Context: an optimization exercise on an open-source flow, tuned for a short achievable clock period and few clock cycles. The choices shown serve that exercise and are no tape-out recipe. Function was checked by simulation only, so behaviour that the tests miss may differ from the original.

### design.v
module tfac_alu (
    input  wire [2:0]  op,     
    input  wire [15:0] a,
    input  wire [15:0] b,
    output reg  [15:0] res,
    output wire        z,
    output reg         c
);
    localparam ALU_ADD = 3'd0;
    localparam ALU_SUB = 3'd1;
    localparam ALU_AND = 3'd2;
    localparam ALU_OR  = 3'd3;
    localparam ALU_SHL = 3'd4;
    localparam ALU_SHR = 3'd5;
    wire [16:0] sum  = {1'b0, a} + {1'b0, b};
    wire [16:0] diff = {1'b0, a} - {1'b0, b};
    wire [31:0] shl_ext = {16'h0000, a} << b[4:0];
    wire [31:0] shr_ext = {a, 16'h0000} >> b[4:0];
    wire        big     = (b[15:5] != 11'd0);
    always @* begin
        res = 16'h0000;
        c   = 1'b0;
        case (op)
            ALU_ADD: begin res = sum[15:0];  c = sum[16];  end
            ALU_SUB: begin res = diff[15:0]; c = diff[16]; end
            ALU_AND: begin res = a & b; end
            ALU_OR:  begin res = a | b; end
            ALU_SHL: begin
                if (!big) begin
                    res = shl_ext[15:0];
                    c   = (b[4:0] == 5'd0) ? 1'b0 : shl_ext[16];
                end
            end
            ALU_SHR: begin
                if (!big) begin
                    res = shr_ext[31:16];
                    c   = (b[4:0] == 5'd0) ? 1'b0 : shr_ext[15];
                end
            end
            default: ;
        endcase
    end
    assign z = (res == 16'h0000);
endmodule
module tfac_core (
    input  wire        clk,
    input  wire        rst,               
    input  wire        cfg_decode_halt,   
    input  wire        cfg_mem_halt,      
    input  wire [3:0]  bp_en,
    input  wire [63:0] bp_addr,           
    input  wire        resume,            
    output wire        paused,
    output wire        halted,
    output reg         ram_req,
    output reg         ram_we,
    output reg  [12:0] ram_addr,
    output reg  [15:0] ram_wdata,
    input  wire        ram_gnt,
    input  wire [15:0] ram_rdata,         
    output reg         cin_req,
    output reg         cin_int,           
    input  wire        cin_valid,
    input  wire        cin_eof,
    input  wire [15:0] cin_data,
    output reg         cout_valid,
    output reg         cout_int,          
    output reg  [15:0] cout_data,
    input  wire        cout_ready,
    output reg         diag_valid,
    output reg  [2:0]  diag_code,
    output reg  [15:0] diag_addr,
    output reg  [15:0] diag_data,
    input  wire [3:0]  dbg_sel,
    output wire [15:0] dbg_data,
    output wire        flag_z,
    output wire        flag_c,
    output wire [15:0] ir
);
    localparam D_DECODE  = 3'd1;
    localparam D_UNMAP_R = 3'd2;
    localparam D_UNMAP_W = 3'd3;
    localparam D_IO_EXH  = 3'd4;
    localparam CL = 5;                   
    localparam CN = 1 << CL;
    localparam TW = 13 - CL;             
    localparam IO_IDLE = 2'd0;
    localparam IO_CIN  = 2'd1;           
    localparam IO_COUT = 2'd2;           
    localparam IO_FCIN = 2'd3;           
    reg [15:0] regs [0:14];              
    reg [15:0] pc_q;                     
    reg        z_q, c_q;
    reg [15:0] ir_q;
    reg        halted_q, paused_q;
    reg        pause_pend;               
    assign paused   = paused_q;
    assign halted   = halted_q;
    assign dbg_data = (dbg_sel == 4'd15) ? pc_q : regs[dbg_sel];
    assign flag_z   = z_q;
    assign flag_c   = c_q;
    assign ir       = ir_q;
    wire running = !halted_q && !paused_q && !pause_pend;
    reg [15:0]   c_data [0:CN-1];
    reg [TW-1:0] c_tag  [0:CN-1];
    reg [CN-1:0] c_val;
    reg [15:0] fa;                       
    reg        pf_v;                     
    reg [15:0] pf_addr;                  
    reg        ex_v;
    reg [15:0] ex_w;                     
    reg [15:0] ex_a;                     
    reg [15:0] ex_npc;                   
    reg        s1_v;
    reg [15:0] s1_w;
    reg [15:0] s1_a;
    reg [15:0] s1_npc;
    reg        s1_bp;
    reg        lw_v;
    reg [3:0]  lw_reg;                   
    reg        lw_inc;                   
    reg [1:0]  io_st;
    reg        cw_v;                     
    reg        lp_chk;                   
    reg [3:0]  cw_reg;
    reg [15:0] io_addr;
    reg [15:0] io_wdata;
    wire [3:0]  op    = ex_w[3:0];
    wire [3:0]  f74   = ex_w[7:4];
    wire [3:0]  f118  = ex_w[11:8];
    wire [3:0]  f1512 = ex_w[15:12];
    wire [3:0]  rd3   = {1'b0, ex_w[6:4]};
    wire [3:0]  rn3   = {1'b0, ex_w[9:7]};
    wire [15:0] imm6  = {{10{ex_w[15]}}, ex_w[15:10]};
    wire [15:0] imm8  = {{8{ex_w[15]}}, ex_w[15:8]};
    wire is_sys   = (op == 4'h0);
    wire is_halt  = is_sys && (f74 == 4'h0);
    wire is_cmpr  = is_sys && (f74 == 4'h1);
    wire is_push  = is_sys && (f74 == 4'h2);
    wire is_pop   = is_sys && (f74 == 4'h3);
    wire is_jump  = (op == 4'h1) && (f74 <= 4'h4);
    wire is_mov   = (op == 4'h2);
    wire is_ldr   = (op == 4'h3);
    wire is_str   = (op == 4'h4);
    wire is_aluR  = (op >= 4'h5) && (op <= 4'hA);
    wire is_aluI  = (op == 4'hB) || (op == 4'hC);
    wire is_cmpi  = (op == 4'hD);
    wire illegal  = !(is_halt || is_cmpr || is_push || is_pop || is_jump || is_mov ||
                      is_ldr || is_str || is_aluR || is_aluI || is_cmpi);
    wire is_mem   = is_ldr || is_str || is_push || is_pop;
    wire is_wr    = is_str || is_push;
    reg jump_taken;
    always @* begin
        case (f74)
            4'h0: jump_taken = 1'b1;
            4'h1: jump_taken = z_q;
            4'h2: jump_taken = !z_q;
            4'h3: jump_taken = c_q;
            4'h4: jump_taken = !c_q;
            default: jump_taken = 1'b0;
        endcase
    end
    wire [15:0] v118  = (f118  == 4'd15) ? ex_npc : regs[f118];
    wire [15:0] v1512 = (f1512 == 4'd15) ? ex_npc : regs[f1512];
    wire [15:0] v74   = (f74   == 4'd15) ? ex_npc : regs[f74];
    wire [15:0] vrn3  = regs[rn3];
    wire [15:0] vrd3  = regs[rd3];
    wire [15:0] sp    = regs[14];
    wire [15:0] sp_dec = sp - 16'd1;
    wire [15:0] sp_inc = sp + 16'd1;
    reg [2:0]  alu_op;
    reg [15:0] alu_a, alu_b;
    always @* begin
        alu_op = 3'd1;                          
        alu_a  = v118;
        alu_b  = v1512;
        if (is_aluR) begin
            case (op)
                4'h5: alu_op = 3'd0;
                4'h6: alu_op = 3'd1;
                4'h7: alu_op = 3'd2;
                4'h8: alu_op = 3'd3;
                4'h9: alu_op = 3'd4;
                default: alu_op = 3'd5;
            endcase
        end else if (is_aluI) begin
            alu_op = (op == 4'hB) ? 3'd0 : 3'd1;
            alu_a  = vrn3;
            alu_b  = imm6;
        end else if (is_cmpi) begin
            alu_a  = v74;
            alu_b  = imm8;
        end
    end
    wire [15:0] alu_res;
    wire        alu_z, alu_c;
    tfac_alu u_alu (
        .op  (alu_op),
        .a   (alu_a),
        .b   (alu_b),
        .res (alu_res),
        .z   (alu_z),
        .c   (alu_c)
    );
    wire [15:0] ea     = (is_push) ? sp_dec : (is_pop ? sp : vrn3 + imm6);
    wire [15:0] ea_b   = (is_push || is_pop) ? sp : vrn3;
    wire [5:0]  ea_o   = is_push ? 6'h3F : (is_pop ? 6'h00 : ex_w[15:10]);
    wire [6:0]  ea_lo  = {1'b0, ea_b[5:0]} + {1'b0, ea_o};
    wire hz0 = (ea_b[15:13] == 3'b000);
    wire hzp = (hz0 && (ea_b[12:6] != 7'h7F)) || (ea_b[15:6] == 10'h3FF);
    wire hzm = (hz0 && (ea_b[12:6] != 7'h00)) || ((ea_b[15:13] == 3'b001) && (ea_b[12:6] == 7'h00));
    wire [15:0] st_val = is_push ? ((f118 == 4'd14) ? sp_dec : v118) : vrd3;
    wire ea_ram  = (ea_lo[6] == ea_o[5]) ? hz0 : (ea_lo[6] ? hzp : hzm);
    function sum_is(input [15:0] a, input [15:0] b, input [15:0] kk);
        reg [15:0] cy;
        begin
            cy = a ^ b ^ kk;
            sum_is = !cy[0] && ((cy[15:1] ^ ((a[14:0] & b[14:0]) | (cy[14:0] & (a[14:0] ^ b[14:0])))) == 15'd0);
        end
    endfunction
    wire ls_cin  = sum_is(vrn3, imm6, 16'hF000) || sum_is(vrn3, imm6, 16'hF002);
    wire ls_cout = sum_is(vrn3, imm6, 16'hF001) || sum_is(vrn3, imm6, 16'hF003);
    wire ea_cin  = is_pop  ? ((sp == 16'hF000) || (sp == 16'hF002)) : ls_cin;
    wire ea_cout = is_push ? ((sp == 16'hF002) || (sp == 16'hF004)) : ls_cout;
    wire ea_io   = is_wr ? ea_cout : ea_cin;
    reg        sb_v;
    reg [15:0] sb_addr;
    reg [15:0] sb_data;
    wire pop_fwd = is_pop && sb_v && (sp == sb_addr);
    reg        cfg_dh, cfg_mh;
    reg [3:0]  bpen_q;
    reg [63:0] bpa_q;
    always @(posedge clk) begin
        cfg_dh <= cfg_decode_halt;
        cfg_mh <= cfg_mem_halt;
        bpen_q <= bp_en;
        bpa_q  <= bp_addr;
    end
    reg  ex_bp;
    wire bp_hit = ex_bp;
    reg rd_lw;
    always @* begin
        rd_lw = 1'b0;
        if (lw_v) begin
            if (is_aluR || is_cmpr)
                rd_lw = (f118 == lw_reg) || (f1512 == lw_reg);
            else if (is_aluI || is_ldr)
                rd_lw = (rn3 == lw_reg);
            else if (is_str)
                rd_lw = (rn3 == lw_reg) || (rd3 == lw_reg);
            else if (is_cmpi)
                rd_lw = (f74 == lw_reg);
            else if (is_push)
                rd_lw = (lw_reg == 4'd14) || (f118 == lw_reg);
            else if (is_pop)
                rd_lw = (lw_reg == 4'd14);
        end
    end
    reg rd_cw, wr_cw;
    always @* begin
        rd_cw = 1'b0;
        wr_cw = 1'b0;
        if (is_aluR || is_cmpr)
            rd_cw = (f118 == cw_reg) || (f1512 == cw_reg);
        else if (is_aluI)
            rd_cw = (rn3 == cw_reg);
        else if (is_cmpi)
            rd_cw = (f74 == cw_reg);
        if (is_aluR || is_mov)
            wr_cw = (f74 == cw_reg);
        else if (is_aluI)
            wr_cw = (rd3 == cw_reg);
    end
    wire cw_block  = cw_v && (is_mem || illegal || is_halt || rd_cw || wr_cw || bp_hit);
    wire ex_act    = ex_v && running && !rd_lw && !cw_block && !lp_chk;   
    wire port_data = ex_act && is_mem && (io_st == IO_IDLE) && !pop_fwd;
    wire io_wait   = ((io_st == IO_CIN) || (io_st == IO_COUT)) && !cw_v;
    wire ra_ok     = is_ldr && !cfg_mh && !bp_hit;
    wire cin_done  = (io_st == IO_CIN)  && cin_valid;
    wire cout_done = (io_st == IO_COUT) && cout_ready;
    reg        ex_go;
    reg        go_lw;       
    reg        start_io;
    always @* begin
        ex_go    = 1'b0;
        go_lw    = 1'b0;
        start_io = 1'b0;
        if (ex_act) begin
            if (!is_mem)
                ex_go = 1'b1;
            else if (io_wait)
                ex_go = cin_done || cout_done;
            else if (pop_fwd)
                ex_go = 1'b1;
            else if (ea_ram) begin
                ex_go = ram_gnt;
                go_lw = ram_gnt && !is_wr;
            end else if (ea_io) begin
                ex_go    = (is_wr && cout_ready) || (!is_wr && ra_ok);
                start_io = !(is_wr && cout_ready);
            end else
                ex_go = 1'b1;                            
        end
    end
    wire [15:0] cin_word = cin_eof ? 16'h0000 :
                           (io_addr[1] ? cin_data : {8'h00, cin_data[7:0]});
    reg        w_en;   reg [3:0] w_reg;  reg [15:0] w_val;      
    reg        s_en;   reg [15:0] s_val;                        
    reg        f_en;                                            
    reg        redir;                                           
    reg        late_pc;                                         
    reg        dg_en;  reg [2:0] dg_code; reg [15:0] dg_addr, dg_data;
    reg        mdiag;
    reg        do_halt;
    always @* begin
        w_en = 1'b0; w_reg = f74; w_val = alu_res;
        s_en = 1'b0; s_val = sp_inc;
        f_en = 1'b0;
        redir = 1'b0;
        late_pc = 1'b0;
        dg_en = 1'b0; dg_code = D_DECODE; dg_addr = ex_a; dg_data = ex_w;
        mdiag = 1'b0;
        do_halt = 1'b0;
        if (illegal) begin
            dg_en = 1'b1;
            do_halt = cfg_dh;
        end else if (is_halt) begin
            do_halt = 1'b1;
        end else if (is_aluR) begin
            w_en = 1'b1; f_en = 1'b1;
        end else if (is_aluI) begin
            w_en = 1'b1; w_reg = rd3; f_en = 1'b1;
        end else if (is_cmpr || is_cmpi) begin
            f_en = 1'b1;
        end else if (is_mov) begin
            w_en = 1'b1; w_val = imm8;
            redir = (f74 == 4'd15);
        end else if (is_jump) begin
            redir = jump_taken;
        end else if (is_push) begin
            s_en = 1'b1; s_val = sp_dec;
            if (!ea_ram && !ea_cout) begin
                dg_en = 1'b1; dg_code = D_UNMAP_W; dg_addr = ea; dg_data = st_val;
                mdiag = 1'b1;
            end
        end else if (is_str) begin
            if (!ea_ram && !ea_cout) begin
                dg_en = 1'b1; dg_code = D_UNMAP_W; dg_addr = ea; dg_data = st_val;
                mdiag = 1'b1;
            end
        end else begin
            w_reg = is_ldr ? rd3 : f118;
            w_val = io_wait ? cin_word : (pop_fwd ? sb_data : 16'h0000);
            if (pop_fwd) begin
                w_en = (f118 != 4'd15);
                if (f118 == 4'd14)
                    w_val = sb_data + 16'd1;
                else
                    s_en = 1'b1;
                redir = (f118 == 4'd15);
            end else if (!ea_ram) begin
                w_en = !(!io_wait && ea_io);
                if (is_pop && f118 == 4'd14) begin
                    w_val = w_val + 16'd1;
                end else if (is_pop)
                    s_en = 1'b1;
                if (io_wait) begin
                    if (cin_eof) begin
                        dg_en = 1'b1; dg_code = D_IO_EXH; dg_addr = io_addr; dg_data = 16'h0000;
                        mdiag = 1'b1;
                    end
                end else if (!ea_io) begin
                    dg_en = 1'b1; dg_code = D_UNMAP_R; dg_addr = ea; dg_data = 16'h0000;
                    mdiag = 1'b1;
                end
            end else if (is_pop) begin
                s_en = (f118 != 4'd14);
            end
        end
        if (w_en && w_reg == 4'd15 && !redir)
            late_pc = 1'b1;
        if (mdiag && cfg_mh)
            do_halt = 1'b1;
    end
    wire late_alu   = ex_go && late_pc && is_aluR;
    wire late_redir = ex_go && late_pc && !is_aluR;
    wire pop_pc     = go_lw && is_pop && (f118 == 4'd15);
    wire do_pause   = !do_halt && bp_hit;
    wire stop       = ex_go && (do_halt || do_pause);
    wire [3:0]  op1    = s1_w[3:0];
    wire [3:0]  f74_1  = s1_w[7:4];
    wire [3:0]  f118_1 = s1_w[11:8];
    wire [3:0]  f1512_1= s1_w[15:12];
    wire [3:0]  rd3_1  = {1'b0, s1_w[6:4]};
    wire [3:0]  rn3_1  = {1'b0, s1_w[9:7]};
    wire [15:0] imm6_1 = {{10{s1_w[15]}}, s1_w[15:10]};
    wire [15:0] imm8_1 = {{8{s1_w[15]}}, s1_w[15:8]};
    wire is_cmpr1 = (op1 == 4'h0) && (f74_1 == 4'h1);
    wire is_jump1 = (op1 == 4'h1) && (f74_1 <= 4'h4);
    wire is_mov1  = (op1 == 4'h2);
    wire is_aluR1 = (op1 >= 4'h5) && (op1 <= 4'hA);
    wire is_aluI1 = (op1 == 4'hB) || (op1 == 4'hC);
    wire is_cmpi1 = (op1 == 4'hD);
    wire simple1  = (is_aluR1 && f74_1 != 4'd15) || is_aluI1 || is_cmpr1 || is_cmpi1 ||
                    is_mov1 || is_jump1;
    wire wen1     = (is_aluR1 || is_aluI1 || is_mov1) && !(is_mov1 && f74_1 == 4'd15);
    wire [3:0] wreg1 = is_aluI1 ? rd3_1 : f74_1;
    wire fen1     = is_aluR1 || is_aluI1 || is_cmpr1 || is_cmpi1;
    reg jump_taken1;
    always @* begin
        case (f74_1)
            4'h0: jump_taken1 = 1'b1;
            4'h1: jump_taken1 = z_q;
            4'h2: jump_taken1 = !z_q;
            4'h3: jump_taken1 = c_q;
            4'h4: jump_taken1 = !c_q;
            default: jump_taken1 = 1'b0;
        endcase
    end
    wire redir1 = (is_jump1 && jump_taken1) || (is_mov1 && f74_1 == 4'd15);
    wire [15:0] v118_1  = (f118_1  == 4'd15) ? s1_npc : regs[f118_1];
    wire [15:0] v1512_1 = (f1512_1 == 4'd15) ? s1_npc : regs[f1512_1];
    wire [15:0] v74_1   = (f74_1   == 4'd15) ? s1_npc : regs[f74_1];
    wire [15:0] vrn3_1  = regs[rn3_1];
    reg [2:0]  alu_op1;
    reg [15:0] alu_a1, alu_b1;
    always @* begin
        alu_op1 = 3'd1;
        alu_a1  = v118_1;
        alu_b1  = v1512_1;
        if (is_aluR1) begin
            case (op1)
                4'h5: alu_op1 = 3'd0;
                4'h6: alu_op1 = 3'd1;
                4'h7: alu_op1 = 3'd2;
                4'h8: alu_op1 = 3'd3;
                4'h9: alu_op1 = 3'd4;
                default: alu_op1 = 3'd5;
            endcase
        end else if (is_aluI1) begin
            alu_op1 = (op1 == 4'hB) ? 3'd0 : 3'd1;
            alu_a1  = vrn3_1;
            alu_b1  = imm6_1;
        end else if (is_cmpi1) begin
            alu_a1  = v74_1;
            alu_b1  = imm8_1;
        end
    end
    wire [15:0] alu_res1;
    wire        alu_z1, alu_c1;
    tfac_alu u_alu1 (
        .op  (alu_op1),
        .a   (alu_a1),
        .b   (alu_b1),
        .res (alu_res1),
        .z   (alu_z1),
        .c   (alu_c1)
    );
    wire [15:0] w_val1 = is_mov1 ? imm8_1 : alu_res1;
    wire       d0v = is_aluR || is_mov || is_aluI || is_ldr || is_pop;
    wire [3:0] d0  = (is_aluI || is_ldr) ? rd3 : (is_pop ? f118 : f74);
    wire       sp0 = is_push || is_pop;
    wire       fl0 = is_aluR || is_aluI || is_cmpr || is_cmpi;
    wire       ld0 = is_ldr || is_pop;
    reg rd1_d0, rd1_sp, rd1_lw;
    always @* begin
        rd1_d0 = 1'b0; rd1_sp = 1'b0; rd1_lw = 1'b0;
        if (is_aluR1 || is_cmpr1) begin
            rd1_d0 = (f118_1 == d0)     || (f1512_1 == d0);
            rd1_sp = (f118_1 == 4'd14)  || (f1512_1 == 4'd14);
            rd1_lw = (f118_1 == lw_reg) || (f1512_1 == lw_reg);
        end else if (is_aluI1) begin
            rd1_d0 = (rn3_1 == d0);
            rd1_sp = 1'b0;
            rd1_lw = (rn3_1 == lw_reg);
        end else if (is_cmpi1) begin
            rd1_d0 = (f74_1 == d0);
            rd1_sp = (f74_1 == 4'd14);
            rd1_lw = (f74_1 == lw_reg);
        end
    end
    wire pair_ok = s1_v && simple1 && !s1_bp && !cw_v && !illegal && !is_halt &&
                   !(d0v && (rd1_d0 || d0 == 4'd15)) && !(sp0 && rd1_sp) &&
                   !(fl0 && is_jump1) && !(ld0 && wen1 && wreg1 == d0) &&
                   !(lw_v && rd1_lw) && !(is_jump && jump_taken) &&
                   !(is_mem && redir1);
    wire st_kill1 = st_go && s1_v && sum_is(ea_b, {{10{ea_o[5]}}, ea_o}, s1_a);
    wire i1       = ex_go && pair_ok && !stop && !st_kill1;
    wire redir_go1 = ex_act && !is_mem && pair_ok && !bp_hit && redir1;
    wire [15:0] rtgt1 = is_mov1 ? imm8_1 : s1_npc + imm8_1;
    wire redir_go  = ex_act && redir && !(is_mem && !pop_fwd);
    wire [15:0] jtgt     = ex_npc + imm8;
    wire [15:0] rtgt     = is_pop ? sb_data : (is_mov ? imm8 : jtgt);
    wire        any_redir = redir_go || redir_go1;
    wire [15:0] want     = redir_go ? rtgt : (redir_go1 ? rtgt1 : fa);
    wire [15:0] want_inc = want + 16'd1;
    wire [15:0] want_2   = want + 16'd2;
    wire [CL-1:0] cidx   = want[CL-1:0];
    wire [CL-1:0] cidx1  = want_inc[CL-1:0];
    wire        want_ram = (want[15:13] == 3'b000);
    wire        want1_ram = (want_inc[15:13] == 3'b000);
    wire        c_hit    = want_ram && c_val[cidx] && (c_tag[cidx] == want[12:CL]);
    wire        c_hit1   = want1_ram && c_val[cidx1] && (c_tag[cidx1] == want_inc[12:CL]);
    wire        rd_ok    = pf_v && (pf_addr == fa) && (fa[15:13] == 3'b000) && !any_redir;
    wire [15:0] f_word   = rd_ok ? ram_rdata : c_data[cidx];
    wire [15:0] f_word1  = c_data[cidx1];
    wire lw_pc   = lw_v && (lw_reg == 4'd15);
    wire st_go   = ex_go && is_wr && ea_ram;
    wire st_kill = st_go && sum_is(ea_b, {{10{ea_o[5]}}, ea_o}, fa);
    wire st_kill_b = st_go && sum_is(ea_b, {{10{ea_o[5]}}, ea_o}, fa + 16'd1);
    wire kill    = stop || late_redir || pop_pc || st_kill || lp_chk || (st_kill1 && ex_go);
    wire flush   = any_redir || stop || late_redir || pop_pc || lp_chk || (st_kill1 && ex_go);
    wire dlv_ok  = running && !lw_pc && !kill;
    wire av0     = dlv_ok && (c_hit || rd_ok);
    wire av1     = av0 && c_hit1 && !st_kill_b;
    wire rem_s1  = !flush && ex_v && s1_v && ex_go && !i1;         
    wire rem_s0  = !flush && ex_v && !s1_v && !ex_go;              
    wire rem_2   = !flush && ex_v && s1_v && !ex_go;               
    wire rem_0   = !(rem_s1 || rem_s0 || rem_2);
    wire deliver = rem_0 ? av0 : ((rem_s1 || rem_s0) && av0);
    wire acc_fast = !ex_v || !s1_v || (!is_mem && !rd_lw);
    wire [15:0] fq = redir_go ? rtgt :
                     ((acc_fast && rd_ok) ? fa + 16'd1 : fa);
    wire fetch_req = running && !port_data;
    wire slow_fetch = running && !ex_v && !lw_pc && (fa[15:13] != 3'b000) && (io_st == IO_IDLE);
    wire fa_cin     = (fa == 16'hF000) || (fa == 16'hF002);
    wire fcin_done  = (io_st == IO_FCIN) && cin_valid;
    reg bp_want, bp_want1, bp_fa;
    integer k;
    always @* begin
        bp_want = 1'b0;
        bp_want1 = 1'b0;
        bp_fa   = 1'b0;
        for (k = 0; k < 4; k = k + 1) begin
            if (bpen_q[k] && (bpa_q[16*k +: 16] == want))
                bp_want = 1'b1;
            if (bpen_q[k] && (bpa_q[16*k +: 16] == want_inc))
                bp_want1 = 1'b1;
            if (bpen_q[k] && (bpa_q[16*k +: 16] == fa))
                bp_fa = 1'b1;
        end
    end
    always @* begin
        ram_req    = port_data || fetch_req;
        ram_we     = port_data && is_wr && ea_ram;
        ram_addr   = port_data ? ea[12:0] : fq[12:0];
        ram_wdata  = st_val;
        cin_req    = (io_st == IO_CIN) || (io_st == IO_FCIN) ||
                     (port_data && !is_wr && ea_cin);
        cin_int    = (io_st == IO_IDLE) ? ea[1] : io_addr[1];
        cout_valid = (io_st == IO_COUT) || (port_data && is_wr && ea_cout);
        cout_int   = (io_st == IO_IDLE) ? ea[1] : io_addr[1];
        cout_data  = (io_st == IO_IDLE) ? (ea[1] ? st_val : {8'h00, st_val[7:0]}) : io_wdata;
    end
    wire fetch_gnt = fetch_req && ram_gnt;
    integer i;
    always @(posedge clk) begin
        diag_valid <= 1'b0;
        if (rst) begin
            for (i = 0; i < 14; i = i + 1)
                regs[i] <= 16'h0000;
            regs[14]   <= 16'h2000;
            pc_q       <= 16'h0000;
            z_q        <= 1'b0;
            c_q        <= 1'b0;
            ir_q       <= 16'h0000;
            halted_q   <= 1'b0;
            paused_q   <= 1'b0;
            pause_pend <= 1'b0;
            c_val      <= {CN{1'b0}};
            sb_v       <= 1'b0;
            sb_addr    <= 16'h0000;
            sb_data    <= 16'h0000;
            fa         <= 16'h0000;
            pf_v       <= 1'b0;
            pf_addr    <= 16'h0000;
            ex_v       <= 1'b0;
            s1_v       <= 1'b0;
            lw_v       <= 1'b0;
            lw_reg     <= 4'd0;
            lw_inc     <= 1'b0;
            io_st      <= IO_IDLE;
            cw_v       <= 1'b0;
            lp_chk     <= 1'b0;
            cw_reg     <= 4'd0;
            io_addr    <= 16'h0000;
            io_wdata   <= 16'h0000;
            diag_code  <= 3'd0;
            diag_addr  <= 16'h0000;
            diag_data  <= 16'h0000;
        end else begin
            lw_v <= 1'b0;
            if (lw_v) begin
                if (lw_reg == 4'd15) begin
                    pc_q <= ram_rdata;
                    fa   <= ram_rdata;
                end else
                    regs[lw_reg] <= lw_inc ? ram_rdata + 16'd1 : ram_rdata;
            end
            if (pause_pend) begin
                pause_pend <= 1'b0;
                paused_q   <= 1'b1;
            end
            if (pf_v && pf_addr[15:13] == 3'b000 &&
                !(st_go && ea[CL-1:0] == pf_addr[CL-1:0])) begin
                c_data[pf_addr[CL-1:0]] <= ram_rdata;
                c_tag[pf_addr[CL-1:0]]  <= pf_addr[12:CL];
                c_val[pf_addr[CL-1:0]]  <= 1'b1;
            end
            if (st_go && c_val[ea[CL-1:0]] && c_tag[ea[CL-1:0]] == ea[12:CL])
                c_data[ea[CL-1:0]] <= st_val;
            if (st_go) begin
                sb_v    <= 1'b1;
                sb_addr <= ea;
                sb_data <= st_val;
            end
            pf_v    <= fetch_gnt;
            pf_addr <= fq;
            if (start_io) begin
                io_st    <= is_wr ? IO_COUT : IO_CIN;
                io_addr  <= ea;
                io_wdata <= ea[1] ? st_val : {8'h00, st_val[7:0]};
            end
            if (start_io && ex_go) begin
                cw_v   <= 1'b1;
                cw_reg <= rd3;
            end
            if (cin_done || cout_done)
                io_st <= IO_IDLE;
            if (cw_v && cin_done) begin
                cw_v <= 1'b0;
                regs[cw_reg] <= cin_word;
                if (cin_eof) begin
                    diag_valid <= 1'b1;
                    diag_code  <= D_IO_EXH;
                    diag_addr  <= io_addr;
                    diag_data  <= 16'h0000;
                end
            end
            if (ex_go) begin
                ir_q <= ex_w;
                pc_q <= redir ? rtgt : ex_npc;
                if (w_en) begin
                    if (w_reg == 4'd15)
                        pc_q <= w_val;
                    else
                        regs[w_reg] <= w_val;
                end
                if (s_en)
                    regs[14] <= s_val;
                if (f_en) begin
                    z_q <= alu_z;
                    c_q <= alu_c;
                end
                if (dg_en) begin
                    diag_valid <= 1'b1;
                    diag_code  <= dg_code;
                    diag_addr  <= dg_addr;
                    diag_data  <= dg_data;
                end
                if (go_lw) begin
                    lw_v   <= 1'b1;
                    lw_reg <= is_ldr ? rd3 : f118;
                    lw_inc <= is_pop && (f118 == 4'd14);
                end
                if (do_halt)
                    halted_q <= 1'b1;
                else if (do_pause) begin
                    if (go_lw)
                        pause_pend <= 1'b1;
                    else
                        paused_q <= 1'b1;
                end
            end
            if (i1) begin
                ir_q <= s1_w;
                pc_q <= redir1 ? rtgt1 : s1_npc;
                if (wen1)
                    regs[wreg1] <= w_val1;
                if (fen1) begin
                    z_q <= alu_z1;
                    c_q <= alu_c1;
                end
            end
            if (rem_0) begin
                ex_v <= av0;
                s1_v <= av1;
                if (av0) begin
                    ex_w   <= f_word;
                    ex_a   <= want;
                    ex_bp  <= bp_want;
                    ex_npc <= want_inc;
                end
                if (av1) begin
                    s1_w   <= f_word1;
                    s1_a   <= want_inc;
                    s1_bp  <= bp_want1;
                    s1_npc <= want_2;
                end
            end else if (rem_s1) begin
                ex_v   <= 1'b1;
                ex_w   <= s1_w;
                ex_a   <= s1_a;
                ex_bp  <= s1_bp;
                ex_npc <= s1_npc;
                s1_v   <= av0;
            end else if (rem_s0) begin
                s1_v   <= av0;
            end
            if ((rem_s1 || rem_s0) && av0) begin
                s1_w   <= f_word;
                s1_a   <= want;
                s1_bp  <= bp_want;
                s1_npc <= want_inc;
            end
            if (late_redir)
                fa <= w_val;
            else if (lp_chk)
                fa <= pc_q;
            else if (st_kill1 && ex_go)
                fa <= s1_a;
            else if (!(lw_v && lw_reg == 4'd15))
                fa <= (rem_0 && av1) ? want_2 : ((av0 && !rem_2) ? want_inc : want);
            lp_chk <= late_alu && !stop && (alu_res != ex_npc);
            if (slow_fetch) begin
                if (fa_cin) begin
                    io_st   <= IO_FCIN;
                    io_addr <= fa;
                end else begin
                    diag_valid <= 1'b1;
                    diag_code  <= D_UNMAP_R;
                    diag_addr  <= fa;
                    diag_data  <= 16'h0000;
                    ex_v   <= 1'b1;
                    ex_w   <= 16'h0000;
                    ex_a   <= fa;
                ex_bp  <= bp_fa;
                    ex_npc <= fa + 16'd1;
                    fa     <= fa + 16'd1;
                end
            end
            if (fcin_done) begin
                io_st  <= IO_IDLE;
                if (cin_eof) begin
                    diag_valid <= 1'b1;
                    diag_code  <= D_IO_EXH;
                    diag_addr  <= io_addr;
                    diag_data  <= 16'h0000;
                end
                ex_v   <= 1'b1;
                ex_w   <= cin_word;
                ex_a   <= fa;
                ex_bp  <= bp_fa;
                ex_npc <= fa + 16'd1;
                fa     <= fa + 16'd1;
            end
            if (paused_q && resume) begin
                paused_q <= 1'b0;
                fa       <= pc_q;
                pf_v     <= 1'b0;
                c_val    <= {CN{1'b0}};
                sb_v     <= 1'b0;
            end
        end
    end
endmodule
### run.sh
#!/bin/bash
# synth_recipe.tcl (not shown) runs the flow's synth.tcl, then flattens the netlist and writes it again
# the make line also repeats each setting of config.mk as NAME=value (left out here)
make -C /OpenROAD-flow-scripts/flow DESIGN_CONFIG=/design/flow/config.mk WORK_HOME=/design/flow/orfs CLKGATE_MAP_FILE= SYNTH_SCRIPT=/design/flow/synth_recipe.tcl finish
### config.mk
export PLATFORM = sky130hd
export DESIGN_NAME = tfac_core
export DESIGN_NICKNAME = tfac_core
export VERILOG_FILES = /design/flow/design.v
export SDC_FILE = /design/flow/constraint.sdc
export NUM_CORES = 4
export LEC_CHECK = 0
export ABC_CLOCK_PERIOD_IN_PS = 4500
export CAP_MARGIN = 20
export CORE_MARGIN = 2
export CORE_UTILIZATION = 40
export PLACE_DENSITY = 0.6
export SETUP_SLACK_MARGIN = 4.5
export SLEW_MARGIN = 20
export TNS_END_PERCENT = 5
### constraint.sdc
create_clock -name core_clock -period 10.0 [get_ports {clk}]
set_input_delay 2.0000 -clock core_clock [delete_from_list [all_inputs] [get_ports {clk}]]
set_output_delay 2.0000 -clock core_clock [all_outputs]
set_load 0.01 [all_outputs]
==> metrics.log, run 1 <==
[metrics] count of clock tree sinks: 1434
[metrics] via density per instance: 7.28
[metrics] hold slack: between 0.4 and 0.5 ns
[metrics] type of element launching the critical path: flop
[metrics] depth of the worst hold-timing path: 2
[metrics] max FFs per register: approximately 500
[metrics] most frequent cells in the layout: sky130_fd_sc_hd__nand2_1 (1814), sky130_fd_sc_hd__edfxtp_1 (1122), sky130_fd_sc_hd__buf_4 (988)
[metrics] pin count of the biggest net entering global routing: ~150
[metrics] length in cells of the worst reg-to-reg path: 24
[metrics] ys async rst share: 0%
[metrics] Worst-Margin Slew: 1.34 ns
[metrics] CORE AREA: 0.294 mm^2
[metrics] Max-Slew Margin vs Limit: 8.33%
[metrics] final core utilization: 49.3%
[metrics] RD Place Congestion: 1.12
[metrics] setup repair after global routing missed its margin: yes
[metrics] number of nets with antenna violations after routing: 0
[metrics] area overhead of the layout relative to synthesis: 22.4%
[metrics] Slew Viols, Final: 0
[metrics] site row count: 199
[metrics] Avg Inst Size Synth: between 9 and 10 um^2
[metrics] most frequent standard cell in the layout excluding fill and tap cells: sky130_fd_sc_hd__nand2_1
[metrics] Fin Setup TNS: 0 ns
[metrics] final critical-path share of the clock period: 77.3%
[metrics] total of flip-flops plus latches after synthesis: between 1000 and 1500
[metrics] count of unresolved DRC violations after routing: 0
[metrics] endpoints failing hold: 0
[metrics] I/O pin total: between 200 and 250
[metrics] CTS Buf Count: 176
[metrics] standard cell area after detailed placement: about 0.13 mm^2
[metrics] wire length per cell: 44.1 um
[metrics] minimum period implied by the final worst setup slack: 7.73 ns
[metrics] number of global-route vias before repair: between 100k and 150k
[metrics] global-route wire length before repair: 983 mm
[metrics] root buffer cell: sky130_fd_sc_hd__clkbuf_16
[metrics] path category of the worst min-delay check: reg2reg
[metrics] proportion of synthesized chip area in sequential cells: about a third
[metrics] main flop type after synthesis: sky130_fd_sc_hd__edfxtp_1
[metrics] CTS tree: built
[metrics] Setup Crit Path Kind: reg2reg
[metrics] run status: complete, no violations
[metrics] data required time at the worst endpoint: 10.56 ns
[metrics] initial detailed-routing violation count: approximately 22000
[metrics] count of yosys warnings during synthesis: 2
[metrics] critical path peak fanout: 32
[metrics] Post-DP HPWL: a little over 500 mm
[metrics] number of iterations in the first detailed-routing pass: 9
[metrics] clock transition at the register clock pins on the worst setup and hold paths after CTS: around 0.060 ns
[metrics] number of enable flip-flop cells after synthesis: 1122
[metrics] data arrival time of the worst path: 8.29 ns
[metrics] final clock skew: 0.102 ns
[metrics] Clock Latency Late Sink: 0.95 ns
[metrics] post-synthesis cell type count: 123
[metrics] summed area of non-filler cells in the final layout: between 0.1 and 0.15 mm^2
[metrics] type of element capturing the critical path: flop
[metrics] Max Buffers Root-to-Sink: 4
[metrics] net count of the finished layout: 13300
[metrics] Die H: 548 um
[metrics] Die W: 548 um
[metrics] count of mapped cells out of synthesis: 12400
[metrics] via count of the routed design: 125000
[metrics] count of max-cap constraint violations: 0
[metrics] Initial Util: 40.3%
[metrics] Congestion Overflow GR: 0
[metrics] Finish-stage setup viols: 0
[metrics] total global-route track usage: 47.4%
[metrics] ratio of cells with drive above 1 in the final layout: about 29%
[metrics] count of buffers from port buffering: 235
[metrics] Routed WL: about 750 mm
[metrics] total die area: 0.300 mm^2
[metrics] top achievable clock speed: roughly 130 MHz
[metrics] antenna violations before repair: 62
[metrics] maximum level of the CTS H-tree: 4
[metrics] post-synthesis cell area: ~0.12 mm^2
cells in the mapped netlist, types with 25 or more instances:
library cell                instances  area (um^2)
sky130_fd_sc_hd__nand2_1         1851         6950
sky130_fd_sc_hd__edfxtp_1        1122        33700
sky130_fd_sc_hd__a21oi_1          884         4420
sky130_fd_sc_hd__nor2_1           867         3250
sky130_fd_sc_hd__clkbuf_1         862         3240
sky130_fd_sc_hd__mux4_2           766        17300
sky130_fd_sc_hd__mux2_2           586         6600
sky130_fd_sc_hd__nand3_1          534         2670
sky130_fd_sc_hd__o21ai_0          400         2000
sky130_fd_sc_hd__nor3_1           386         1930
sky130_fd_sc_hd__xnor2_1          353         3090
sky130_fd_sc_hd__mux2i_1          352         3520
sky130_fd_sc_hd__dfxtp_1          312         6250
sky130_fd_sc_hd__a211oi_1         302         2270
sky130_fd_sc_hd__inv_1            245          920
sky130_fd_sc_hd__buf_1            195          732
sky130_fd_sc_hd__a31oi_1          191         1190
sky130_fd_sc_hd__xor2_1           185         1620
sky130_fd_sc_hd__ha_1             182         2280
sky130_fd_sc_hd__and3_1           142          888
sky130_fd_sc_hd__nand4_1          109          682
sky130_fd_sc_hd__buf_2            108          541
sky130_fd_sc_hd__o22ai_1          103          644
sky130_fd_sc_hd__o211ai_1         102          766
sky130_fd_sc_hd__nor4_1            94          588
sky130_fd_sc_hd__a21o_1            70          526
sky130_fd_sc_hd__a221oi_1          67          587
sky130_fd_sc_hd__a311oi_1          58          508
sky130_fd_sc_hd__fa_1              55         1100
sky130_fd_sc_hd__o21ai_1           55          275
sky130_fd_sc_hd__o21bai_1          52          390
sky130_fd_sc_hd__a22oi_1           51          383
sky130_fd_sc_hd__and2_1            44          275
sky130_fd_sc_hd__o21a_1            42          315
sky130_fd_sc_hd__nand2b_1          41          257
sky130_fd_sc_hd__o31ai_1           41          308
sky130_fd_sc_hd__or3_1             35          219
sky130_fd_sc_hd__a221o_1           34          340
sky130_fd_sc_hd__a2111oi_0         33          289
sky130_fd_sc_hd__nor2b_1           31          194
sky130_fd_sc_hd__o221ai_1          29          254
sky130_fd_sc_hd__o22a_1            26          228
sky130_fd_sc_hd__or2_2             25          156
final timing paths:
kind,startpoint,to,slack [ns]
setup reg to reg,flop,regs[13][12]$_DFFE_PP_,2.27
setup / recovery,flop,regs[13][12]$_DFFE_PP_,2.27
hold reg to reg,io_wdata[15]$_SDFFE_PP0P_,io_wdata[15]$_SDFFE_PP0P_,0.45
hold / removal,io_wdata[15]$_SDFFE_PP0P_,io_wdata[15]$_SDFFE_PP0P_,0.45
critical path: stages, from the launching register on:
cell and delay (ns):
sky130_fd_sc_hd__dfxtp_4 0.40, sky130_fd_sc_hd__buf_12 0.19, sky130_fd_sc_hd__buf_4 0.19, sky130_fd_sc_hd__buf_4 0.12
sky130_fd_sc_hd__clkbuf_16 0.15, sky130_fd_sc_hd__buf_4 0.11, sky130_fd_sc_hd__mux4_2 0.63, sky130_fd_sc_hd__or4_1 0.54
sky130_fd_sc_hd__o41a_1 0.47, sky130_fd_sc_hd__o21a_1 0.31, sky130_fd_sc_hd__o21a_1 0.23, sky130_fd_sc_hd__o32ai_4 0.30
sky130_fd_sc_hd__buf_12 0.18, sky130_fd_sc_hd__nand2_1 0.07, sky130_fd_sc_hd__clkbuf_8 0.34, sky130_fd_sc_hd__or3_4 0.58
sky130_fd_sc_hd__nor3b_1 0.21, sky130_fd_sc_hd__nand3_2 0.19, sky130_fd_sc_hd__nor2_2 0.10, sky130_fd_sc_hd__a21oi_1 0.32
sky130_fd_sc_hd__nand2_1 0.20, sky130_fd_sc_hd__nor2_1 0.45, sky130_fd_sc_hd__nand2_1 0.40, sky130_fd_sc_hd__nand4_1 0.23
sky130_fd_sc_hd__buf_4 0.33
cells by family (layout without fill, tap and decap cells):
group | count (synthesis) | in the layout | share of synthesized area (%)
and+or+nand+nor | 4275 | 4276 | 16.1
AOI/OAI and AO/OA | 2769 | 2770 | 15.1
muxes | 1717 | 1719 | 23.3
buffers and inverters | 1450 | 2144 | 4.86
DFF | 1434 | 1434 | 33.7
xor gates and xnor gates | 539 | 539 | 4.00
adders and majority gates | 237 | 237 | 2.85
other | 1 | 73 | 0.00317
per-layer routing:
metal  GRT usage [%]  part of all wire, %
met1            55.1                   33
met2            67.3                   40
met3            17.8                   15
met4            43.7                   12
met5          0.0633                0.057
metrics by stage:
stage                     cells  setup slack (ns)
final                     17100              2.27
after global placement    16200            0.0332
after global routing      17100              2.48
after detailed placement  16200             0.160
after CTS                 16800              2.58
after floorplan           12400              1.89
repair_timing:
item,CTS,global route
setup endpoints to repair,2211,2086
gates resized for setup,474,551
gates cloned,16,35
hold buffers,0,0
setup buffers,260,236
pin swaps,94,142
hold endpoints to repair,0,0
area by class of cell:
cell class                 count  area (um^2)
sequential                  1434        40000
clock buffer                 240         4880
fill                       26800       149000
timing repair inverter         4         28.8
timing repair buffer        1570        15900
multi-input combinational   9557        77200
inverter                     251         1060
tap                         3919         4900
clock inverter                79          857
antenna                       57          143
Testbench counts, summed over its fixed seeds: cycles 26,821.
==> run 2: changes to the inputs <==
--- a/design.v
+++ b/design.v
@@ -224,6 +224,7 @@
     wire ea_cout = is_push ? ((sp == 16'hF002) || (sp == 16'hF004)) : ls_cout;
     wire ea_io   = is_wr ? ea_cout : ea_cin;
     reg        sb_v;
+    reg        sw_v;                     
     reg [15:0] sb_addr;
     reg [15:0] sb_data;
     wire pop_fwd = is_pop && sb_v && (sp == sb_addr);
@@ -296,14 +297,16 @@
                 ex_go = ram_gnt;
                 go_lw = ram_gnt && !is_wr;
             end else if (ea_io) begin
-                ex_go    = (is_wr && cout_ready) || (!is_wr && ra_ok);
-                start_io = !(is_wr && cout_ready);
+                ex_go    = is_wr ? cout_ready : (cin_valid || ra_ok);
+                start_io = is_wr ? !cout_ready : !cin_valid;
             end else
                 ex_go = 1'b1;                            
         end
     end
+    wire        cin_fmt  = (io_st == IO_IDLE) ? ea[1] : io_addr[1];
     wire [15:0] cin_word = cin_eof ? 16'h0000 :
-                           (io_addr[1] ? cin_data : {8'h00, cin_data[7:0]});
+                           (cin_fmt ? cin_data : {8'h00, cin_data[7:0]});
+    wire        cin_in   = io_wait || (ea_io && !is_wr && cin_valid);
     reg        w_en;   reg [3:0] w_reg;  reg [15:0] w_val;      
     reg        s_en;   reg [15:0] s_val;                        
     reg        f_en;                                            
@@ -350,7 +353,7 @@
             end
         end else begin
             w_reg = is_ldr ? rd3 : f118;
-            w_val = io_wait ? cin_word : (pop_fwd ? sb_data : 16'h0000);
+            w_val = cin_in ? cin_word : (pop_fwd ? sb_data : 16'h0000);
             if (pop_fwd) begin
                 w_en = (f118 != 4'd15);
                 if (f118 == 4'd14)
@@ -359,14 +362,14 @@
                     s_en = 1'b1;
                 redir = (f118 == 4'd15);
             end else if (!ea_ram) begin
-                w_en = !(!io_wait && ea_io);
+                w_en = !(!cin_in && ea_io);
                 if (is_pop && f118 == 4'd14) begin
                     w_val = w_val + 16'd1;
                 end else if (is_pop)
                     s_en = 1'b1;
-                if (io_wait) begin
+                if (cin_in) begin
                     if (cin_eof) begin
-                        dg_en = 1'b1; dg_code = D_IO_EXH; dg_addr = io_addr; dg_data = 16'h0000;
+                        dg_en = 1'b1; dg_code = D_IO_EXH; dg_addr = io_wait ? io_addr : ea; dg_data = 16'h0000;
                         mdiag = 1'b1;
                     end
                 end else if (!ea_io) begin
@@ -511,8 +514,10 @@
     wire kill    = stop || late_redir || pop_pc || st_kill || lp_chk || (st_kill1 && ex_go);
     wire flush   = any_redir || stop || late_redir || pop_pc || lp_chk || (st_kill1 && ex_go);
     wire dlv_ok  = running && !lw_pc && !kill;
-    wire av0     = dlv_ok && (c_hit || rd_ok);
-    wire av1     = av0 && c_hit1 && !st_kill_b;
+    wire sw_hit0 = sw_v && (want == sb_addr);
+    wire sw_hit1 = sw_v && (want_inc == sb_addr);
+    wire av0     = dlv_ok && (c_hit || rd_ok) && !sw_hit0;
+    wire av1     = av0 && c_hit1 && !st_kill_b && !sw_hit1;
     wire rem_s1  = !flush && ex_v && s1_v && ex_go && !i1;         
     wire rem_s0  = !flush && ex_v && !s1_v && !ex_go;              
     wire rem_2   = !flush && ex_v && s1_v && !ex_go;               
@@ -522,7 +527,7 @@
     wire [15:0] fq = redir_go ? rtgt :
                      ((acc_fast && rd_ok) ? fa + 16'd1 : fa);
     wire fetch_req = running && !port_data;
-    wire slow_fetch = running && !ex_v && !lw_pc && (fa[15:13] != 3'b000) && (io_st == IO_IDLE);
+    wire slow_fetch = running && !ex_v && !lw_pc && !lp_chk && (fa[15:13] != 3'b000) && (io_st == IO_IDLE);
     wire fa_cin     = (fa == 16'hF000) || (fa == 16'hF002);
     wire fcin_done  = (io_st == IO_FCIN) && cin_valid;
     reg bp_want, bp_want1, bp_fa;
@@ -569,6 +574,7 @@
             pause_pend <= 1'b0;
             c_val      <= {CN{1'b0}};
             sb_v       <= 1'b0;
+            sw_v       <= 1'b0;
             sb_addr    <= 16'h0000;
             sb_data    <= 16'h0000;
             fa         <= 16'h0000;
@@ -601,14 +607,14 @@
                 pause_pend <= 1'b0;
                 paused_q   <= 1'b1;
             end
-            if (pf_v && pf_addr[15:13] == 3'b000 &&
-                !(st_go && ea[CL-1:0] == pf_addr[CL-1:0])) begin
+            if (pf_v && pf_addr[15:13] == 3'b000) begin
                 c_data[pf_addr[CL-1:0]] <= ram_rdata;
                 c_tag[pf_addr[CL-1:0]]  <= pf_addr[12:CL];
                 c_val[pf_addr[CL-1:0]]  <= 1'b1;
             end
-            if (st_go && c_val[ea[CL-1:0]] && c_tag[ea[CL-1:0]] == ea[12:CL])
-                c_data[ea[CL-1:0]] <= st_val;
+            if (sw_v && c_val[sb_addr[CL-1:0]] && c_tag[sb_addr[CL-1:0]] == sb_addr[12:CL])
+                c_data[sb_addr[CL-1:0]] <= sb_data;
+            sw_v <= st_go;
             if (st_go) begin
                 sb_v    <= 1'b1;
                 sb_addr <= ea;
@@ -760,6 +766,7 @@
                 pf_v     <= 1'b0;
                 c_val    <= {CN{1'b0}};
                 sb_v     <= 1'b0;
+                sw_v     <= 1'b0;
             end
         end
     end
==> run 2 against run 1 <==
  * Still clean on timing, DRC and antenna
  * Worst setup slack better by 0.19 ns
  * Core utilization hardly changed
  * Wire length decreased by 1.5%
  * Critical path type unchanged
  * Highest routed layer unchanged
==> metrics.log, run 2 <==
[metrics] Fin Setup TNS: 0 ns (unchanged)
[metrics] count of buffers from port buffering: 235 (unchanged)
[metrics] count of max-cap constraint violations: 0 (unchanged)
[metrics] post-synthesis cell type count: 115 (-6.5%)
[metrics] count of unresolved DRC violations after routing: 0 (unchanged)
[metrics] length in cells of the worst reg-to-reg path: 31 (+29%)
[metrics] global-route wire length before repair: 970 mm (-1.4%)
[metrics] Avg Inst Size Synth: 9.81 um^2 (+2.9%)
[metrics] Die H: 547 um (-0.20%)
[metrics] number of enable flip-flop cells after synthesis: 1122 (unchanged)
[metrics] type of element launching the critical path: flop
[metrics] final critical-path share of the clock period: 75.4% (-1.9 points)
[metrics] r2r endpoint: fa[2]$_SDFF_PP0_
[metrics] Worst-Margin Slew: 1.30 ns (-0.0353 ns)
[metrics] Max-Slew Margin vs Limit: 13.2% (+4.9 points)
[metrics] total global-route track usage: 47.0% (-0.35 points)
[metrics] Die W: 547 um (-0.20%)
[metrics] via count of the routed design: 121000 (-2.5%)
[metrics] wire length per cell: 44.4 um (+0.75%)
[metrics] CTS Hold Buffers Added: 0 (unchanged)
[metrics] post-synthesis cell area: 0.118 mm^2 (-0.40%)
[metrics] data required time at the worst endpoint: 10.81 ns (+0.25 ns)
[metrics] most used cell, CP: sky130_fd_sc_hd__buf_6
[metrics] number of global-route vias before repair: 110000 (-2.8%)
[metrics] number of nets with antenna violations after routing: 0 (unchanged)
[metrics] Sequential Area: 0.0402 mm^2 (+0.37%)
[metrics] area fraction of the dominant cell type after synthesis: 28.6% (+0.11 points)
[metrics] clock transition at the register clock pins on the worst setup and hold paths after CTS: 0.07 ns (about the same)
[metrics] site row count: 199 (unchanged)
[metrics] I/O pin total: 236 (unchanged)
[metrics] type of element capturing the critical path: flop
[metrics] setup repair after global routing missed its margin: yes
[metrics] Congestion Overflow GR: 0 (unchanged)
[metrics] total of flip-flops plus latches after synthesis: 1440 (+0.42%)
[metrics] Final Worst Setup Slack: 2.46 ns (+0.190 ns)
[metrics] Area contributors post-synth: sky130_fd_sc_hd__edfxtp_1 (29%), sky130_fd_sc_hd__mux4_2 (16%), sky130_fd_sc_hd__mux2_2 (5.4%)
[metrics] via density per instance: 7.26 (-0.28%)
[metrics] number of iterations in the first detailed-routing pass: 9 (unchanged)
[metrics] proportion of synthesized chip area in sequential cells: 34.0% (+0.24 points)
[metrics] Finished Layout Cells: 16700 (-2.2%)
[metrics] Crit path max-delay family: compound AO/OA/AOI/OAI gates
[metrics] most frequent standard cell in the layout excluding fill and tap cells: sky130_fd_sc_hd__nand2_1
[metrics] antenna violations before repair: 79 (+27%)
[metrics] CTS tree: built
[metrics] main flop type after synthesis: sky130_fd_sc_hd__edfxtp_1
[metrics] hold slack: 0.483 ns (+0.0300 ns)
[metrics] Slew Viols, Final: 0 (unchanged)
[metrics] Clock Latency Late Sink: 0.94 ns (about the same)
[metrics] ratio of cells with drive above 1 in the final layout: 30.2% (+1.6 points)
[metrics] worst slack at placement: 0.983 ns (+0.824 ns)
[metrics] area of combinational cells with multiple inputs: 0.0770 mm^2 (-0.28%)
[metrics] Critical Path Slowest Stage Cell: sky130_fd_sc_hd__or4_4
[metrics] area overhead of the layout relative to synthesis: 22.8%
[metrics] initial detailed-routing violation count: 22100 (-1.8%)
[metrics] maximum level of the CTS H-tree: 4 (unchanged)
[metrics] top achievable clock speed: 133 MHz (+2.5%)
[metrics] CORE AREA: 0.294 mm^2 (-0.17%)
[metrics] Inst Count DP: 15700 (-2.9%)
[metrics] minimum setup slack among reg-to-reg paths: 2.46 ns (+0.19 ns)
[metrics] final clock skew: 0.0869 ns (-0.0152 ns)
[metrics] net count of the finished layout: 13000 (-2.8%)
[metrics] Setup Crit Path Kind: reg2reg
[metrics] critical path launch point: ex_w[0]$_DFFE_PN_
[metrics] minimum period implied by the final worst setup slack: 7.54 ns (-0.190 ns)
[metrics] crit path to: fa[2]$_SDFF_PP0_
[metrics] count of mapped cells out of synthesis: 12000 (-3.2%)
[metrics] path category of the worst min-delay check: reg2reg
[metrics] Finish-stage setup viols: 0 (unchanged)
[metrics] library cell with the highest instance count after synthesis: sky130_fd_sc_hd__nand2_1
[metrics] most frequent cells in the layout: sky130_fd_sc_hd__nand2_1 (1585), sky130_fd_sc_hd__edfxtp_1 (1122), sky130_fd_sc_hd__buf_4 (986)
[metrics] count of yosys warnings during synthesis: 2 (unchanged)
[metrics] fillcell total: 26800 (+0.0037%)
[metrics] endpoints failing hold: 0 (unchanged)
[metrics] max FFs per register: 512 (unchanged)
[metrics] count of clock tree sinks: 1440 (+0.42%)
[metrics] Crit. path cell count: 31 (+29%)
[metrics] Max Buffers Root-to-Sink: 4 (unchanged)
[metrics] count of buffering cells on the critical path with inverters included: 10 (+2)
[metrics] critical path peak fanout: 33 (+3.1%)
[metrics] data arrival time of the worst path: 8.35 ns (+0.06 ns)
[metrics] run status: complete, no violations
[metrics] RD Place Congestion: 1.13 (+1.2%)
[metrics] Post-DP HPWL: 514 mm (-0.81%)
[metrics] maximum cell stage delay along the critical path: 0.61 ns (-0.02 ns)
[metrics] critical register-to-register path startpoint: ex_w[0]$_DFFE_PN_
[metrics] Post-synth top cells: sky130_fd_sc_hd__nand2_1 (1635), sky130_fd_sc_hd__edfxtp_1 (1122), sky130_fd_sc_hd__clkbuf_1 (896), sky130_fd_sc_hd__nor2_1 (850), sky130_fd_sc_hd__mux4_2 (835)
[metrics] Initial Util: 40.2% (-0.092 points)
[metrics] CTS Buf Count: 178 (+1.1%)
[metrics] ys async rst share: 0% (unchanged)
[metrics] Routed WL: 743 mm (-1.5%)
[metrics] top cell type by total area after synthesis: sky130_fd_sc_hd__edfxtp_1
[metrics] root buffer cell: sky130_fd_sc_hd__clkbuf_16
[metrics] total die area: 0.299 mm^2 (-0.39%)
[metrics] pin count of the biggest net entering global routing: 108 (-29%)
## run 2: changes by cell type after synthesis, moves of 38 or more
cell and change:
sky130_fd_sc_hd__o21ai_0 +386, sky130_fd_sc_hd__a21oi_1 -275, sky130_fd_sc_hd__nand2_1 -216, sky130_fd_sc_hd__nor3_1 -171
sky130_fd_sc_hd__a211oi_1 -164, sky130_fd_sc_hd__mux2i_1 +97, sky130_fd_sc_hd__o211ai_1 +89, sky130_fd_sc_hd__mux4_2 +69
sky130_fd_sc_hd__buf_2 -38
## run 2: layout make-up
class                           instances  share of cell area [%]
Tap cell                             3919                    3.39
Multi-Input combinational cell       9183                    53.2
Timing Repair Buffer                 1556                    10.9
Antenna cell                           46                  0.0795
Clock buffer                          234                    3.35
Inverter                              257                   0.748
Timing Repair inverter                  1                  0.0112
Sequential cell                      1440                    27.7
Clock inverter                         92                   0.614
## run 2: how the worst min path moves through the flow
stage / cells after the start / startpoint / slack (ns) / endpoint
5_1_grt: 2 / diag_data[6]$_SDFF_PP0_ / 0.52 / diag_data[6]$_SDFF_PP0_
3_5_place_dp: 2 / pause_pend$_SDFF_PP0_ / 0.47 / paused_q$_SDFF_PP0_
3_3_place_gp: 2 / pause_pend$_SDFF_PP0_ / 0.46 / paused_q$_SDFF_PP0_
6_report: 2 / pause_pend$_SDFF_PP0_ / 0.48 / paused_q$_SDFF_PP0_
2_1_floorplan: 2 / sb_v$_SDFFE_PP0P_ / 0.44 / sb_v$_SDFFE_PP0P_
4_1_cts: 2 / pause_pend$_SDFF_PP0_ / 0.48 / paused_q$_SDFF_PP0_
## run 2: cell families (layout without fill, tap and decap cells)
group	count (synthesis)	after routing	share of synthesized area, %
and+or+nand+nor	3817	3822	14.4
AOI/OAI and AO/OA	2690	2692	14.6
muxes	1852	1852	25.2
DFF	1440	1440	34.0
buffers and inverters	1421	2140	4.71
xor gates and xnor gates	565	565	4.26
adders and majority gates	236	236	2.85
other	1	62	0.00318
## run 2: worst register-to-register path, delay by kind of cell, from the launching register on
kind	cells	cell delay [ns]
and+or+nand+nor	8	2.14
AOI/OAI and AO/OA	10	2.68
buffers and inverters	10	1.47
DFF	1	0.53
adders and majority gates	1	0.20
xor gates and xnor gates	2	0.42
## run 2: layer usage
layer  wire length, um  GRT usage (%)  up-vias  part of all wire [%]
met5               488          0.285        -                 0.066
met4             77300           36.9       35                    10
met3            111000           17.8     2977                    15
met2            297000           65.8    11500                    40
met1            256000           57.8    60200                    35
li1                  -              -    46700                     -
## run 2: metrics by stage
step,area [um^2],util [%]
final,145000,49.3
after global routing,145000,49.3
after CTS,140000,47.6
after detailed placement,127000,43.3
after global placement,127000,43.3
after floorplan,118000,-
## run 2: timing repair
item	in CTS	in global routing
setup buffers	353	205
endpoints found under the setup margin	1697	1713
gates resized for setup	754	551
cloned	36	35
pin swaps	173	157
Testbench counts of run 2, summed over its fixed seeds: cycles 26,787.
==> run 3: changes to the inputs <==
--- a/config.mk
+++ b/config.mk
@@ -8,8 +8,8 @@
 export ABC_CLOCK_PERIOD_IN_PS = 4500
 export CAP_MARGIN = 20
 export CORE_MARGIN = 2
-export CORE_UTILIZATION = 40
-export PLACE_DENSITY = 0.6
+export CORE_UTILIZATION = 45
+export PLACE_DENSITY = 0.65
 export SETUP_SLACK_MARGIN = 4.5
 export SLEW_MARGIN = 20
 export TNS_END_PERCENT = 5
==> run 3 against run 2 <==
  * The layout now fails its checks (capacitance limit, slew limit)
  * Worst hold slack worse by 0.0073 ns
  * Clock skew is 0.013 ns higher
  * Critical path depth down 17
  * Worst setup slack worse by 0.031 ns
  * Synthesized cell count did not move
  * Global-route usage up 2.6 points
  * Sequential share of layout area increased by 0.41 points
  * Highest routed layer unchanged
==> metrics.log, run 3 <==
[metrics] run status: finished with violations
[metrics] list of failed layout checks: capacitance limit, slew limit
[metrics] antenna violations before repair: 57 (-28%)
[metrics] total global-route track usage: 49.6% (+2.6 points)
[metrics] Max Buffers Root-to-Sink: 3 (-1)
[metrics] maximum cell stage delay along the critical path: 0.78 ns (+0.17 ns)
[metrics] minimum period implied by the final worst setup slack: 7.57 ns (+0.0313 ns)
[metrics] top achievable clock speed: 132 MHz (-0.41%)
[metrics] final clock skew: 0.100 ns (+0.0133 ns)
[metrics] Post-DP HPWL: 472 mm (-8.2%)
[metrics] area overhead of the layout relative to synthesis: 21.0%
[metrics] Inst Count DP: 15300 (-2.8%)
[metrics] count of clock tree sinks: 1440 (unchanged)
[metrics] ratio of cells with drive above 1 in the final layout: 28.9% (-1.3 points)
[metrics] site row count: 187 (-6.0%)
[metrics] type of element capturing the critical path: output port
[metrics] Clock Latency Late Sink: 0.93 ns (about the same)
[metrics] CTS tree: built
[metrics] global-route wire length before repair: 918 mm (-5.4%)
[metrics] pin count of the biggest net entering global routing: 137 (+27%)
[metrics] endpoints failing hold: 0 (unchanged)
[metrics] setup repair after global routing missed its margin: yes
[metrics] most frequent standard cell in the layout excluding fill and tap cells: sky130_fd_sc_hd__nand2_1
[metrics] number of enable flip-flop cells after synthesis: 1122 (unchanged)
[metrics] worst slack at placement: 0.530 ns (-0.454 ns)
[metrics] final core utilization: 54.8% (+5.5 points)
[metrics] CTS Buf Count: 173 (-2.8%)
[metrics] Die W: 516 um (-5.7%)
[metrics] post-synthesis cell area: 0.118 mm^2 (unchanged)
[metrics] top cell type by total area after synthesis: sky130_fd_sc_hd__edfxtp_1
[metrics] ys async rst share: 0% (unchanged)
[metrics] Worst-Margin Slew: 1.66 ns (+0.356 ns)
[metrics] initial detailed-routing violation count: 23100 (+4.6%)
[metrics] post-synthesis cell type count: 115 (unchanged)
[metrics] Critical Path Slowest Stage Cell: sky130_fd_sc_hd__ha_1
[metrics] path category of the worst min-delay check: reg2reg
[metrics] number of iterations in the first detailed-routing pass: 8 (-1)
[metrics] area fraction of the dominant cell type after synthesis: 28.6% (unchanged)
[metrics] Die H: 516 um (-5.7%)
[metrics] Setup Crit Path Kind: reg2out
[metrics] count of max-cap constraint violations: 1 (+1)
[metrics] critical path peak fanout: 15 (-55%)
[metrics] total die area: 0.266 mm^2 (-11%)
[metrics] Finished Layout Cells: 16200 (-3.3%)
[metrics] net count of the finished layout: 12800 (-0.99%)
[metrics] Max-Slew Margin vs Limit: -11.3% (-25 points)
[metrics] cells traversed along the worst timing path: buf_12 > buf_12 > inv_1 > ha_1 > nand3_1 > nor3_1 > xnor2_1 > nand2_1 > a21oi_1 > a21oi_1 > buf_4 > and2_1 > mux2_2 > clkdlybuf4s50_1
[metrics] type of element launching the critical path: flop
[metrics] CORE AREA: 0.260 mm^2 (-11%)
[metrics] via count of the routed design: 121000 (-0.20%)
[metrics] area of combinational cells with multiple inputs: 0.0763 mm^2 (-0.93%)
[metrics] RD Place Congestion: 1.14 (+0.65%)
[metrics] main flop type after synthesis: sky130_fd_sc_hd__edfxtp_1
[metrics] proportion of synthesized chip area in sequential cells: 34.0% (unchanged)
[metrics] clock transition at the register clock pins on the worst setup and hold paths after CTS: 0.07 ns (about the same)
[metrics] via density per instance: 7.49 (+3.2%)
[metrics] Post-synth top cells: sky130_fd_sc_hd__nand2_1 (1635), sky130_fd_sc_hd__edfxtp_1 (1122), sky130_fd_sc_hd__clkbuf_1 (896), sky130_fd_sc_hd__nor2_1 (850), sky130_fd_sc_hd__mux4_2 (835)
[metrics] root buffer cell: sky130_fd_sc_hd__clkbuf_16
[metrics] number of nets with antenna violations after routing: 0 (unchanged)
[metrics] total of flip-flops plus latches after synthesis: 1440 (unchanged)
[metrics] Sequential Area: 0.0401 mm^2 (about the same)
[metrics] library cell with the highest instance count after synthesis: sky130_fd_sc_hd__nand2_1
[metrics] most frequent cells in the layout: sky130_fd_sc_hd__nand2_1 (1588), sky130_fd_sc_hd__edfxtp_1 (1122), sky130_fd_sc_hd__buf_4 (882)
[metrics] count of buffers from port buffering: 235 (unchanged)
[metrics] final critical-path share of the clock period: 75.7% (+0.31 points)
[metrics] data required time at the worst endpoint: 8.00 ns (-2.81 ns)
[metrics] Initial Util: 45.3% (+5.2 points)
[metrics] data arrival time of the worst path: 5.57 ns (-2.78 ns)
[metrics] Avg Inst Size Synth: 9.81 um^2 (unchanged)
[metrics] count of mapped cells out of synthesis: 12000 (unchanged)
[metrics] I/O pin total: 236 (unchanged)
[metrics] Congestion Overflow GR: 0 (unchanged)
[metrics] Finish-stage setup viols: 0 (unchanged)
[metrics] fillcell total: 22600 (-16%)
[metrics] Area contributors post-synth: sky130_fd_sc_hd__edfxtp_1 (29%), sky130_fd_sc_hd__mux4_2 (16%), sky130_fd_sc_hd__mux2_2 (5.4%)
[metrics] Final Worst Setup Slack: 2.43 ns (-0.0313 ns)
[metrics] maximum level of the CTS H-tree: 4 (unchanged)
[metrics] wire length per cell: 42.8 um (-3.7%)
[metrics] count of unresolved DRC violations after routing: 0 (unchanged)
[metrics] Routed WL: 692 mm (-6.9%)
[metrics] count of yosys warnings during synthesis: 2 (unchanged)
[metrics] Fin Setup TNS: 0 ns (unchanged)
[metrics] Slew Viols, Final: 5 (+5)
[metrics] number of global-route vias before repair: 110000 (-0.018%)
[metrics] CTS Hold Buffers Added: 0 (unchanged)
[metrics] max FFs per register: 512 (unchanged)
[run 3: routing by layer]
layer | share of wire (%) | up-vias | GRT usage, %
met1 | 33 | 58900 | 59.3
met5 | 0.19 | - | 1.50
li1 | - | 46500 | -
met2 | 40 | 12400 | 69.1
met3 | 16 | 3444 | 21.2
met4 | 11 | 56 | 40.4
[run 3: worst paths after layout]
check / start / depth (start not counted) / endpoint / slack (ns)
hold / removal: diag_data[6]$_SDFF_PP0_ / 2 / diag_data[6]$_SDFF_PP0_ / 0.48
setup reg to reg: s1_w[7]$_DFFE_PP_ / 26 / fa[8]$_SDFF_PP0_ / 2.46
setup / recovery: regs[14][0]$_DFFE_PP_ / 14 / cout_data[10] / 2.43
hold reg to reg: diag_data[6]$_SDFF_PP0_ / 2 / diag_data[6]$_SDFF_PP0_ / 0.48
[run 3: worst max-delay path: cells and delay by family, from the launching register on]
kind            cells  cell delay (ns)
flops               1             0.42
simple gates        4             1.19
mux                 1             0.26
fa+ha+maj           1             0.78
buf+inv             5             1.39
compound gates      2             0.21
xor+xnor            1             0.36
[run 3: layout make-up]
| type | count | share of cell area, % |
|---|---|---|
| clock inverters | 105 | 1.01 |
| diodes | 44 | 0.0772 |
| multi-input cells | 9181 | 53.5 |
| repair buffers | 1434 | 10.2 |
| well taps | 3496 | 3.07 |
| inverters | 257 | 0.729 |
| repair inverters | 2 | 0.0123 |
| flip-flops and latches | 1440 | 28.1 |
| clock buffers | 215 | 3.28 |
[run 3: through the flow]
stage	instance area [um^2]	hold slack [ns]
2_1_floorplan	118000	0.440
3_3_place_gp	126000	0.462
3_5_place_dp	126000	0.465
4_1_cts	138000	0.478
5_1_grt	143000	0.494
6_report	143000	0.476
[run 3: repair_timing]
item,CTS,global route
hold endpoints to repair,0,0
setup buffers,270,182
endpoints found under the setup margin,1834,1873
resized for setup,634,516
pin swaps,101,123
cloned,47,26
[run 3: kinds of logic after synthesis]
| logic type | after synthesis | share of synthesized area [%] |
|---|---|---|
| simple gates | 3817 | 14.4 |
| compound gates | 2690 | 14.6 |
| mux | 1852 | 25.2 |
| flops | 1440 | 34.0 |
| buf+inv | 1421 | 4.71 |
| xor+xnor | 565 | 4.26 |
| fa+ha+maj | 236 | 2.85 |
| other cells | 1 | 0.00318 |

-- afterwards: timing with drivers on the ports --
The results above use ideal ports. As a check the final layouts listed here were re-extracted and re-timed, cells and wires unchanged.
Step 1, drivers: a clkbuf_16 drives clk and a buf_2 each remaining input, both assumed.
Step 2 times the ports against the registers' clock, not the clock port: input delays grow and output delays shrink by t, the midpoint of the rising clock arrivals with the driver on.
Slacks: no drivers / after step 1 / after step 2; pairs: no drivers / after step 1.
run	shift t [ns]	setup WS [ns]	hold WS [ns]	worst data-port slew with drivers (ns)	cell pins on the clock port's net
run 1	1.021	2.270 / 2.270 / 2.008	0.453 / 0.453 / 0.453	0.16	1
run 2	1.014	2.459 / 2.355 / 2.459	0.483 / 0.483 / 0.483	0.13	1
run 3	1.000	2.428 / 2.312 / 2.464	0.476 / 0.476 / 0.476	0.12	1
The setup slack of run 1, which loses most, moves by 0.000 ns with the drivers and by -0.262 ns with both steps.
